This is an optimization exercise on Yosys and OpenROAD, whose aim is small area, a short achievable clock period and few clock cycles, not a production implementation. At most, simulation tests tie the RTL to the original design; equivalence was not proved. Power figures rest on the tool's default switching activity, not on a simulated workload.

## cvfp
module cvfp (
    input  wire        clk,
    input  wire        rst,
    input  wire        cmd_valid,
    output wire        cmd_ready,
    input  wire [3:0]  cmd_op,
    input  wire [15:0] cmd_a,
    input  wire [7:0]  cmd_b,
    input  wire        pv_valid,
    output wire        pv_ready,
    input  wire [7:0]  pv_data,
    output reg         rsp_valid,
    output reg  [2:0]  rsp_code,
    output reg  [15:0] rsp_data
);
For scale: ~2400 flip-flops, roughly 62 I/O pins.
==> flow/config.mk <==
export PLATFORM = sky130hd
export DESIGN_NAME = cvfp
export DESIGN_NICKNAME = cvfp
export VERILOG_FILES = /design/flow/design.v
export SDC_FILE = /design/flow/constraint.sdc
export NUM_CORES = 4
export LEC_CHECK = 0
export ABC_CLOCK_PERIOD_IN_PS = 3000
export CAP_MARGIN = 20
export CORE_MARGIN = 2
export CORE_UTILIZATION = 60
export PLACE_DENSITY = 0.7
export SLEW_MARGIN = 20
export TNS_END_PERCENT = 100
==> flow/constraint.sdc <==
create_clock -name core_clock -period 10.0 [get_ports {clk}]
set_input_delay 2.0000 -clock core_clock [delete_from_list [all_inputs] [get_ports {clk}]]
set_output_delay 2.0000 -clock core_clock [all_outputs]
set_load 0.01 [all_outputs]
standard.sh (not shown) runs the stock make flow with config.mk's settings and CLKGATE_MAP_FILE= SYNTH_SCRIPT=/design/flow/synth_recipe.tcl, a recipe that flattens the netlist after the stock synthesis.
==> flow/flow/run.sh <==
#!/bin/bash
set -euo pipefail
bash standard.sh SETUP_SLACK_MARGIN=${MARGIN:-6.8} \
  "BUFFER_PORTS_ARGS=-buffer_cell sky130_fd_sc_hd__buf_4" \
  "CTS_ARGS=-sink_clustering_enable -repair_clock_nets -dont_use_dummy_load -sink_clustering_size 16 -sink_clustering_max_diameter 50 -sink_clustering_buffer sky130_fd_sc_hd__clkbuf_8" \
  finish > standard.log 2>&1
The baseline ran to the end with no violations.
Testbench counts at the start, summed over its fixed seeds: cycles 50,654.
Change:
Settings changed: ABC_AREA set to 1, ABC_CLOCK_PERIOD_IN_PS 3000 to unset.
After rerunning:
- final area came out lower by 1.0%
- via count rose by 3.5%
- worst hold slack improves by 0.018 ns
- sequential share of layout area climbs by 0.76 points
- wire length is higher by 1.5%
- global-route usage rose by 0.63 points
Change:
==> flow/flow/run.sh (replaced) <==
#!/bin/bash
set -euo pipefail
bash standard.sh SETUP_SLACK_MARGIN=${MARGIN:-6.8} \
  "BUFFER_PORTS_ARGS=-buffer_cell sky130_fd_sc_hd__buf_4" \
  "CTS_ARGS=-sink_clustering_enable -repair_clock_nets -dont_use_dummy_load -sink_clustering_size 20 -sink_clustering_max_diameter 60 -sink_clustering_buffer sky130_fd_sc_hd__clkbuf_8" \
  finish > standard.log 2>&1
Settings changed: ABC_AREA 1 to unset, ABC_CLOCK_PERIOD_IN_PS set to 3000.
Result:
- The new run ran to the end with no violations
- clock-buffer cell count drops by 27
- wire length drops by a few percent
- cell area climbs slightly
- total power drops by a few percent
- synthesized cell count drops by a little under a tenth
- die area climbs slightly
- utilization drops by 0.59 points
- sequential cell count is unchanged
- critical path depth drops by 5
Change:
==> flow/flow/run.sh (replaced) <==
#!/bin/bash
set -euo pipefail
bash standard.sh SETUP_SLACK_MARGIN=${MARGIN:-6.8} \
  "BUFFER_PORTS_ARGS=-buffer_cell sky130_fd_sc_hd__buf_4" \
  "CTS_ARGS=-sink_clustering_enable -repair_clock_nets -dont_use_dummy_load -sink_clustering_size 24 -sink_clustering_max_diameter 60" \
  finish > standard.log 2>&1
The changed run completed with no timing, DRC or antenna violations.
Combinational power stays flat.
Design area grows by 1.7%.
Power grows by about 7%.
Change:
==> flow/flow/run.sh (replaced) <==
#!/bin/bash
set -euo pipefail
bash standard.sh SETUP_SLACK_MARGIN=${MARGIN:-7.0} \
  "BUFFER_PORTS_ARGS=-buffer_cell sky130_fd_sc_hd__buf_4" \
  "CTS_ARGS=-sink_clustering_enable -repair_clock_nets -dont_use_dummy_load -sink_clustering_size 16 -sink_clustering_max_diameter 50 -sink_clustering_buffer sky130_fd_sc_hd__clkbuf_8" \
  finish > standard.log 2>&1
What happened: Setup slack is worse by 0.013 ns; routed wire length decreases by a few percent; power decreases by a few percent; synthesized cell count is unchanged; core utilization came out lower by 0.37 points; maximum frequency decreases slightly; area after synthesis stays the same; clock skew increases by 0.021 ns; hold slack improves by 0.014 ns.

* * *

Another version of the RTL of cvfp (not shown whole).
Size: about 4,300 cells after synthesis, about 2,400 flip-flops, about 62 I/O pins, about 63,000 um^2 of cells after synthesis.
==> flow/config.mk <==
export PLATFORM = sky130hd
export DESIGN_NAME = cvfp
export DESIGN_NICKNAME = cvfp
export VERILOG_FILES = /design/flow/design.v
export SDC_FILE = /design/flow/constraint.sdc
export NUM_CORES = 4
export LEC_CHECK = 0
export ABC_CLOCK_PERIOD_IN_PS = 3000
export CAP_MARGIN = 20
export CORE_MARGIN = 2
export CORE_UTILIZATION = 60
export PLACE_DENSITY = 0.7
export SLEW_MARGIN = 20
export TNS_END_PERCENT = 100
==> flow/constraint.sdc <==
create_clock -name core_clock -period 10.0 [get_ports {clk}]
set_input_delay 2.0000 -clock core_clock [delete_from_list [all_inputs] [get_ports {clk}]]
set_output_delay 2.0000 -clock core_clock [all_outputs]
set_load 0.01 [all_outputs]
==> flow/flow/run.sh <==
#!/bin/bash
set -euo pipefail
bash standard.sh SETUP_SLACK_MARGIN=${MARGIN:-6.8} \
  "BUFFER_PORTS_ARGS=-buffer_cell sky130_fd_sc_hd__buf_4" \
  "CTS_ARGS=-sink_clustering_enable -repair_clock_nets -dont_use_dummy_load -sink_clustering_size 24 -sink_clustering_max_diameter 60" \
  finish > standard.log 2>&1
Then changed:
==> flow/flow/run.sh (replaced) <==
#!/bin/bash
set -euo pipefail
bash standard.sh SETUP_SLACK_MARGIN=${MARGIN:-6.6} \
  "CTS_ARGS=-sink_clustering_enable -repair_clock_nets -dont_use_dummy_load -sink_clustering_size 24 -sink_clustering_max_diameter 60" \
  finish > standard.log 2>&1
Routed wire length went down by 3.1%.
Area after synthesis does not change.
Utilization went down by 0.86 points.
Die area stays the same.
Clock skew hardly moves.
No functional check of the RTL was part of any run of this note.

* * *

Another version of the RTL of cvfp (not shown whole).
For scale: ~4300 cells after synthesis, about 2400 flip-flops, ~62 I/O pins, about 63000 sq um of cells after synthesis.
## cvfp
module cvfp (
    input  wire        clk,
    input  wire        rst,
    input  wire        cmd_valid,
    output wire        cmd_ready,
    input  wire [3:0]  cmd_op,
    input  wire [15:0] cmd_a,
    input  wire [7:0]  cmd_b,
    input  wire        pv_valid,
    output wire        pv_ready,
    input  wire [7:0]  pv_data,
    output reg         rsp_valid,
    output reg  [2:0]  rsp_code,
    output reg  [15:0] rsp_data
);
Settings: LEC_CHECK=0, ABC_CLOCK_PERIOD_IN_PS=3000, CAP_MARGIN=20, CORE_MARGIN=2, CORE_UTILIZATION=60, PLACE_DENSITY=0.7, SLEW_MARGIN=20, TNS_END_PERCENT=100; clock period 10.0 ns.
==> flow/flow/run.sh <==
#!/bin/bash
set -euo pipefail
bash standard.sh SETUP_SLACK_MARGIN=${MARGIN:-6.8} \
  "BUFFER_PORTS_ARGS=-buffer_cell sky130_fd_sc_hd__buf_4" \
  "CTS_ARGS=-sink_clustering_enable -repair_clock_nets -dont_use_dummy_load -sink_clustering_size 16 -sink_clustering_max_diameter 50 -sink_clustering_buffer sky130_fd_sc_hd__clkbuf_8" \
  finish > standard.log 2>&1
Testbench counts at the start, summed over its fixed seeds: cycles 50,654.
==> next run, changes <==
==> flow/flow/run.sh (replaced) <==
#!/bin/bash
set -euo pipefail
bash standard.sh SETUP_SLACK_MARGIN=${MARGIN:-6.8} \
  "BUFFER_PORTS_ARGS=-buffer_cell sky130_fd_sc_hd__buf_4" \
  "CTS_ARGS=-sink_clustering_enable -repair_clock_nets -dont_use_dummy_load -sink_clustering_size 20 -sink_clustering_max_diameter 60 -sink_clustering_buffer sky130_fd_sc_hd__clkbuf_8" \
  finish > standard.log 2>&1
- worst hold slack gains 0.010 ns
- register-to-register slack is about the same
- die area does not change
- total power falls by a few percent
- combinational power hardly moves
- synthesized area does not change
- first-iteration DRC count falls by a few percent
- via count falls slightly

-- static timing again, ports no longer ideal --
The flow's constraints put no driver on any port. The routed layouts listed below were extracted and timed again, unchanged, in two steps.
Step 1: set_driving_cell puts a clkbuf_16 on clk and a buf_2 on each other input, an assumption about the parent block.
Step 2 times the ports against the registers' clock, not the clock port: input delays grow and output delays shrink by t, the midpoint of the rising clock arrivals with the driver on.
Three values: no drivers, after step 1, after step 2; two values: the first two.
| run | t (ns) | setup WS [ns] | latest minus earliest clock arrival (ns) |
|---|---|---|---|
| the first run of note 1 | 0.774 | 6.781 / 6.716 / 6.023 | 0.096 / 0.096 |
| the second run of note 1 | 0.785 | 6.705 / 6.675 / 6.191 | 0.098 / 0.098 |
| the third run of note 1 | 0.762 | 6.781 / 6.725 / 6.014 | 0.099 / 0.099 |
| the fourth run of note 1 | 0.788 | 6.780 / 6.724 / 6.009 | 0.089 / 0.089 |
| the fifth run of note 1 | 0.767 | 6.767 / 6.725 / 6.100 | 0.105 / 0.104 |
| the first run of note 2 | 0.772 | 6.638 / 6.627 / 6.354 | 0.113 / 0.113 |
| the second run of note 2 | 0.775 | 6.646 / 6.600 / 5.952 | 0.104 / 0.104 |
| the first run of note 3 | 0.782 | 6.821 / 6.749 / 6.116 | 0.099 / 0.098 |
| the second run of note 3 | 0.785 | 6.787 / 6.717 / 6.094 | 0.093 / 0.092 |
After both steps every run listed still meets setup and hold. The setup slack of the fourth run of note 1, which loses most, moves by -0.056 ns with the drivers and by -0.771 ns with both steps.
